This is an optimization exercise on Yosys and OpenROAD, whose aim is small area, a short achievable clock period and few clock cycles, not a production implementation. Power and IR drop assume default switching activity.

==> flow/design.v <==
module frame_rx (
    input  wire        clk,
    input  wire        rst,
    input  wire        in_valid,
    input  wire [7:0]  in_data,
    output wire        in_ready,
    output wire        o_valid,
    input  wire        o_ready,
    output wire [1:0]  o_kind,    
    output wire [15:0] o_pn,
    output wire [7:0]  o_type,
    output wire [5:0]  o_len,
    output wire [31:0] o_sid,
    output wire [15:0] o_tf,
    output wire [15:0] o_fi,
    output wire [7:0]  o_data,
    output wire        o_last
);
    localparam RING = 52;
    function [15:0] crc_byte;
        input [15:0] c_in;
        input [7:0]  b;
        integer k;
        reg [15:0] c;
        begin
            c = c_in ^ {b, 8'h00};
            for (k = 0; k < 8; k = k + 1)
                c = c[15] ? ((c << 1) ^ 16'h1021) : (c << 1);
            crc_byte = c;
        end
    endfunction
    function [15:0] crc_drop;
        input [7:0] b;
        integer k;
        reg [15:0] c;
        begin
            c = crc_byte(16'h0000, b);
            for (k = 0; k < 13; k = k + 1)
                c = crc_byte(c, 8'h00);
            crc_drop = c;
        end
    endfunction
    localparam [15:0] ROLL_CONST = 16'h8166;
    function [5:0] inc;
        input [5:0] x;
        inc = (x == RING - 1) ? 6'd0 : x + 6'd1;
    endfunction
    function [5:0] addm;
        input [5:0] x;
        input [5:0] d;
        reg [6:0] s;
        begin
            s = {1'b0, x} + {1'b0, d};
            addm = (s >= RING) ? s - RING : s[5:0];
        end
    endfunction
    function [5:0] subm;
        input [5:0] a;
        input [5:0] b;
        reg [6:0] s;
        begin
            s = {1'b0, a} - {1'b0, b};
            subm = s[6] ? s + RING : s[5:0];
        end
    endfunction
    reg [7:0]  ring [0:RING-1];
    reg [5:0]  wp;         
    reg [5:0]  h;          
    reg [5:0]  r;          
    reg [7:0]  rb;         
    reg        rbv;
    reg [3:0]  j;          
    reg        incont;     
    reg [5:0]  left;       
    reg        drop;       
    reg [7:0]  w [0:12];   
    reg [15:0] wcrc;       
    reg [15:0] ccrc;       
    reg        lo_ok;
    reg        rdy;
    reg        ov;
    reg [1:0]  okind;
    reg [7:0]  odata;
    reg        olast;
    reg [5:0]  p;          
    reg [5:0]  pc;         
    integer i;
    reg  [5:0] hj;         
    reg  [5:0] f;          
    wire [5:0] used    = subm(wp, f);
    assign in_ready    = rdy;
    wire       acc_in  = in_valid & rdy;
    wire       avail   = (r != wp);
    wire [7:0] pbyte   = ring[p];
    wire       fire    = ov & o_ready;
    wire       last_ev = (okind == 2'd2) || (okind == 2'd0 && pc == 6'd0) ||
                         (okind == 2'd1 && olast);
    wire       can_job = ~ov | (o_ready & last_ev);
    wire       wfree   = ~(ov && okind != 2'd1) | o_ready;
    wire       ps_bad  = (w[4] != 8'd0) || (w[3] > 8'd49);
    wire [5:0] ps      = w[3][5:0];
    wire       is_end  = incont && (left == 6'd0);
    wire       is_lo   = incont ? (left == 6'd1) : (ps == 6'd0);
    wire       is_crc  = incont ? (left > 6'd1) : (ps != 6'd0);
    wire [15:0] cur    = incont ? ccrc : wcrc;
    wire       crc_ok  = lo_ok && (rb == ccrc[15:8]);
    wire       t_le4   = (w[2] <= 8'd4);
    wire       t_le1   = (w[2] <= 8'd1);
    wire       in_fill = (j != 4'd13);
    wire       sliding = !in_fill && !incont && (drop || ps_bad);
    wire       do_fill = in_fill && rbv && wfree;
    wire       do_slide = sliding && rbv;
    wire       in_cont = !in_fill && !sliding;
    wire       at_end  = in_cont && is_end;
    wire       emit_h  = crc_ok && t_le4;
    wire       emit_n  = !crc_ok && t_le1;
    wire       do_cont = in_cont && rbv && !at_end;
    wire       do_end  = at_end && rbv && (!(emit_h || emit_n) || can_job);
    wire       do_emit = do_end && (emit_h || emit_n);
    wire       rewind  = do_end && !(emit_h || emit_n);
    wire       take    = do_fill || do_slide || do_cont || do_end;
    wire [15:0] crc_in   = (in_fill && j == 4'd0) ? 16'hFFFF : cur;
    wire [15:0] crc_nx   = crc_byte(crc_in, rb);
    wire [15:0] roll_crc = crc_nx ^ crc_drop(w[0]) ^ ROLL_CONST;
    wire       pay_next = fire && (okind == 2'd1 && !olast || okind == 2'd0 && pc != 6'd0);
    wire       job_next = do_emit ? emit_h :
                          fire ? pay_next : (ov && okind != 2'd2);
    wire [5:0] p_next   = do_emit ? addm(h, 6'd13) : pay_next ? inc(p) : p;
    wire [5:0] hj_next  = (do_fill || do_slide) ? inc(hj) : do_emit ? r : hj;
    wire [5:0] f_next   = job_next ? p_next : hj_next;
    always @(posedge clk) begin
        if (acc_in)
            ring[wp] <= in_data;
    end
    always @(posedge clk) begin
        if (do_fill || do_slide) begin
            for (i = 0; i < 12; i = i + 1)
                w[i] <= w[i+1];
            w[12] <= rb;
        end
    end
    always @(posedge clk) begin
        if ((take || !rbv) && avail && !rewind)
            rb <= ring[r];
    end
    always @(posedge clk) begin
        if (rst) begin
            wp    <= 6'd0;
            h     <= 6'd0;
            hj    <= 6'd0;
            f     <= 6'd0;
            r     <= 6'd0;
            rbv   <= 1'b0;
            j     <= 4'd0;
            incont <= 1'b0;
            drop  <= 1'b0;
            rdy   <= 1'b0;
            ov    <= 1'b0;
        end else begin
            if (acc_in)
                wp <= inc(wp);
            rdy <= (used <= RING - 3) || (used == RING - 2 && !acc_in);
            if (rewind) begin
                r   <= addm(h, 6'd13);
                rbv <= 1'b0;
            end else if ((take || !rbv) && avail) begin
                r   <= inc(r);
                rbv <= 1'b1;
            end else if (take) begin
                rbv <= 1'b0;
            end
            if (do_fill) begin
                wcrc <= crc_nx;
                j    <= j + 4'd1;
            end
            if (do_slide) begin
                wcrc <= roll_crc;
                h    <= inc(h);
                drop <= 1'b0;
            end
            if (do_cont) begin
                ccrc <= is_crc ? crc_nx : cur;
                if (is_lo)
                    lo_ok <= (rb == cur[7:0]);
                incont <= 1'b1;
                left   <= incont ? left - 6'd1 : ps;
            end
            if (do_end) begin
                if (do_emit) begin
                    h <= r;
                    j <= 4'd0;
                end else begin
                    drop <= 1'b1;
                end
                incont <= 1'b0;
            end
            hj <= hj_next;
            f  <= f_next;
            if (fire) begin
                if (okind == 2'd1 && !olast || okind == 2'd0 && pc != 6'd0) begin
                    okind <= 2'd1;
                    odata <= pbyte;
                    olast <= (pc == 6'd1);
                    p     <= inc(p);
                    pc    <= pc - 6'd1;
                end else begin
                    ov <= 1'b0;
                end
            end
            if (do_emit) begin
                ov    <= 1'b1;
                okind <= emit_h ? 2'd0 : 2'd2;
                p     <= addm(h, 6'd13);
                pc    <= ps;
            end
        end
    end
    assign o_valid = ov;
    assign o_kind  = okind;
    assign o_pn    = {w[1], w[0]};
    assign o_type  = w[2];
    assign o_len   = w[3][5:0];
    assign o_sid   = {w[8], w[7], w[6], w[5]};
    assign o_tf    = {w[10], w[9]};
    assign o_fi    = {w[12], w[11]};
    assign o_data  = odata;
    assign o_last  = olast;
endmodule
Settings: LEC_CHECK=0, CAP_MARGIN=20, CORE_MARGIN=2, CORE_UTILIZATION=40, PLACE_DENSITY=0.6, SETUP_SLACK_MARGIN=5, SLEW_MARGIN=20; clock period 8.0 ns.
run.sh (not shown) runs the stock make flow with config.mk's settings and CLKGATE_MAP_FILE= SYNTH_SCRIPT=/design/flow/synth_recipe.tcl, a recipe that flattens the netlist after the stock synthesis.
Change:
--- a/flow/design.v
+++ b/flow/design.v
@@ -64,9 +64,8 @@
         end
     endfunction
     reg [7:0]  ring [0:RING-1];
     reg [5:0]  wp;         
-    reg [5:0]  h;          
     reg [5:0]  r;          
     reg [7:0]  rb;         
     reg        rbv;
     reg [3:0]  j;          
@@ -124,9 +123,9 @@
     wire [15:0] roll_crc = crc_nx ^ crc_drop(w[0]) ^ ROLL_CONST;
     wire       pay_next = fire && (okind == 2'd1 && !olast || okind == 2'd0 && pc != 6'd0);
     wire       job_next = do_emit ? emit_h :
                           fire ? pay_next : (ov && okind != 2'd2);
-    wire [5:0] p_next   = do_emit ? addm(h, 6'd13) : pay_next ? inc(p) : p;
+    wire [5:0] p_next   = do_emit ? hj : pay_next ? inc(p) : p;
     wire [5:0] hj_next  = (do_fill || do_slide) ? inc(hj) : do_emit ? r : hj;
     wire [5:0] f_next   = job_next ? p_next : hj_next;
     always @(posedge clk) begin
         if (acc_in)
@@ -145,9 +144,8 @@
     end
     always @(posedge clk) begin
         if (rst) begin
             wp    <= 6'd0;
-            h     <= 6'd0;
             hj    <= 6'd0;
             f     <= 6'd0;
             r     <= 6'd0;
             rbv   <= 1'b0;
@@ -160,9 +158,9 @@
             if (acc_in)
                 wp <= inc(wp);
             rdy <= (used <= RING - 3) || (used == RING - 2 && !acc_in);
             if (rewind) begin
-                r   <= addm(h, 6'd13);
+                r   <= hj;
                 rbv <= 1'b0;
             end else if ((take || !rbv) && avail) begin
                 r   <= inc(r);
                 rbv <= 1'b1;
@@ -174,9 +172,8 @@
                 j    <= j + 4'd1;
             end
             if (do_slide) begin
                 wcrc <= roll_crc;
-                h    <= inc(h);
                 drop <= 1'b0;
             end
             if (do_cont) begin
                 ccrc <= is_crc ? crc_nx : cur;
@@ -186,9 +183,8 @@
                 left   <= incont ? left - 6'd1 : ps;
             end
             if (do_end) begin
                 if (do_emit) begin
-                    h <= r;
                     j <= 4'd0;
                 end else begin
                     drop <= 1'b1;
                 end
@@ -209,9 +205,9 @@
             end
             if (do_emit) begin
                 ov    <= 1'b1;
                 okind <= emit_h ? 2'd0 : 2'd2;
-                p     <= addm(h, 6'd13);
+                p     <= hj;
                 pc    <= ps;
             end
         end
     end
Outcome: The new run ran to the end with no violations. Worst setup slack barely changes. Maximum frequency stays flat. Clock-buffer cell count went up by 3. Routed wire length is lower by 1.1%. Power is higher by 0.68%. Sequential power went up by about 3%. Via count drops by 3.7%.
No run of this note included a check of the RTL's function; only the layout flow was run.

---

== before ==
Another version of the RTL of frame_rx (not shown whole).
Size in the first run: about 2000 cells after synthesis.
export LEC_CHECK = 0
export CAP_MARGIN = 20
export CORE_MARGIN = 2
export CORE_UTILIZATION = 40
export PLACE_DENSITY = 0.6
export SETUP_SLACK_MARGIN = 5
export SLEW_MARGIN = 20
create_clock -name core_clock -period 8.0 [get_ports {clk}]
Every stage of the flow completed for before, and the final layout passed the timing, design-rule and antenna checks.
Setup changes, before to after
--- a/flow/design.v
+++ b/flow/design.v
@@ -43,27 +43,23 @@
     localparam [15:0] ROLL_CONST = 16'h8166;
     function [5:0] inc;
         input [5:0] x;
         inc = (x == RING - 1) ? 6'd0 : x + 6'd1;
     endfunction
     function [5:0] addm;
         input [5:0] x;
         input [5:0] d;
         reg [6:0] s;
         begin
             s = {1'b0, x} + {1'b0, d};
-            if (s >= 2 * RING)
-                s = s - 2 * RING;
-            else if (s >= RING)
-                s = s - RING;
-            addm = s[5:0];
+            addm = (s >= RING) ? s - RING : s[5:0];
         end
     endfunction
     function [5:0] subm;
         input [5:0] a;
         input [5:0] b;
         reg [6:0] s;
         begin
             s = {1'b0, a} - {1'b0, b};
             subm = s[6] ? s + RING : s[5:0];
         end
     endfunction
@@ -76,36 +72,32 @@
     reg [5:0]  j;          
     reg        drop;       
     reg [7:0]  w [0:12];   
     reg [15:0] wcrc;       
     reg [15:0] ccrc;       
     reg        lo_ok;
     reg        pv_le;      
     reg        fnd;        
     reg [5:0]  fjp;        
     reg        fjfar;      
     reg        rdy;
-    reg [7:0]  ib;         
-    reg        ibv;
     reg        ov;
     reg [1:0]  okind;
     reg [7:0]  odata;
     reg        olast;
     reg [5:0]  p;          
     reg [5:0]  pc;         
     integer i;
     reg  [5:0] hj;         
     reg  [5:0] f;          
     wire [5:0] used    = subm(wp, f);
-    wire       rdy0    = (used + ibv <= RING - 2);
-    wire       rdy1    = (used + ibv <= RING - 3);
     assign in_ready    = rdy;
     wire       acc_in  = in_valid & rdy;
     wire       avail   = (r != wp);
     wire [7:0] pbyte   = ring[p];
     wire       fire    = ov & o_ready;
     wire       last_ev = (okind == 2'd2) || (okind == 2'd0 && pc == 6'd0) ||
                          (okind == 2'd1 && olast);
     wire       can_job = ~ov | (o_ready & last_ev);
     wire       wfree   = ~(ov && okind != 2'd1) | o_ready;
     wire       ps_bad  = (w[4] != 8'd0) || (w[3] > 8'd49);
     wire [5:0] ps      = w[3][5:0];
@@ -144,55 +136,60 @@
     wire       take    = do_fill || do_slide || do_cont || do_end;
     wire [15:0] fill_crc = crc_byte((j == 6'd0) ? 16'hFFFF : wcrc, rb);
     wire [15:0] roll_crc = crc_byte(wcrc, rb) ^ crc_drop(w[0]) ^ ROLL_CONST;
     wire       pay_next = fire && (okind == 2'd1 && !olast || okind == 2'd0 && pc != 6'd0);
     wire       job_next = do_emit ? emit_h :
                           fire ? pay_next : (ov && okind != 2'd2);
     wire [5:0] p_next   = do_emit ? addm(h, 6'd13) : pay_next ? inc(p) : p;
     wire [5:0] hj_next  = (do_fill || do_slide) ? inc(hj) : do_emit ? r :
                           jump ? jpos : hj;
     wire [5:0] f_next   = job_next ? p_next : hj_next;
     always @(posedge clk) begin
-        ib <= in_data;
-        if (ibv)
-            ring[wp] <= ib;
+        if (acc_in)
+            ring[wp] <= in_data;
     end
     always @(posedge clk) begin
         if (do_fill || do_slide) begin
             for (i = 0; i < 12; i = i + 1)
                 w[i] <= w[i+1];
             w[12] <= rb;
         end
     end
     always @(posedge clk) begin
         if ((take || !rbv) && avail && !rewind)
             rb <= ring[r];
     end
     always @(posedge clk) begin
         if (rst) begin
             wp    <= 6'd0;
             h     <= 6'd0;
             hj    <= 6'd0;
             f     <= 6'd0;
             r     <= 6'd0;
             rbv   <= 1'b0;
-            ibv   <= 1'b0;
             j     <= 6'd0;
             drop  <= 1'b0;
+            wcrc  <= 16'hFFFF;
+            ccrc  <= 16'hFFFF;
+            lo_ok <= 1'b0;
             rdy   <= 1'b0;
             ov    <= 1'b0;
+            okind <= 2'd0;
+            odata <= 8'd0;
+            olast <= 1'b0;
+            p     <= 6'd0;
+            pc    <= 6'd0;
         end else begin
-            ibv <= acc_in;
-            if (ibv)
+            if (acc_in)
                 wp <= inc(wp);
-            rdy <= acc_in ? rdy1 : rdy0;
+            rdy <= (used <= RING - 3) || (used == RING - 2 && !acc_in);
             if (jump) begin
                 r   <= jpos;
                 rbv <= 1'b0;
             end else if (rewind) begin
                 r   <= addm(h, 6'd13);
                 rbv <= 1'b0;
             end else if ((take || !rbv) && avail) begin
                 r   <= inc(r);
                 rbv <= 1'b1;
             end else if (take) begin
                 rbv <= 1'b0;
Notes after the runs:
- Share of synthesized cell area in full adder, half adder and majority cells, after and before: higher on before
- after vs before — core utilization rose 0.36 points.
- ~same share of cell area taken by muxes after synthesis in after and before
- | sequential power | higher: before |
- Status: average wire length per cell after detail routing parity (after, before)
- Cmp after and before / number of diodes added for antenna fixing / higher: before
- The run with more routed wire is after, not before.
- Comparing placed wire-length estimate for after and before, the smaller number came from before.
- Diff before -> after: worst setup slack went down by 0.081 ns, number of antenna violations at the first check in global routing increased 1, final instance area now sits at about the same level, met2 track utilization from global routing increased by 0.53 points relative to the old numbers.
No functional check of the RTL was part of any run of this note.

[afterwards: timing with drivers on the ports]
The flow's constraints put no driver on any port. The routed layouts listed below were extracted and timed again, unchanged, in two steps.
Step 1: set_driving_cell puts a clkbuf_16 on clk and a buf_2 on each other input, an assumption about the parent block.
Step 2, shift: input delay + t, output delay - t, t = (earliest + latest rising clock arrival at the registers) / 2. This alone moves slack from input paths to output paths.
Slacks: no drivers / after step 1 / after step 2; pairs: no drivers / after step 1.
run	shift t [ns]	setup WS [ns]	hold slack, ns	slew at the worst register clock pin (ns)
the first run of note 1	0.673	5.021 / 4.956 / 4.429	0.443 / 0.443 / 0.443	0.06 / 0.06
the second run of note 1	0.673	5.022 / 4.957 / 4.441	0.435 / 0.435 / 0.435	0.06 / 0.06
before	0.679	5.021 / 4.965 / 4.490	0.445 / 0.445 / 0.445	0.07 / 0.07
after	0.677	4.941 / 4.941 / 4.405	0.452 / 0.452 / 0.452	0.06 / 0.06
After both steps setup and hold are still met in every run listed. For the first run of note 1, which loses most, drivers alone change the setup slack by -0.065 ns; drivers and shift together by -0.592 ns.
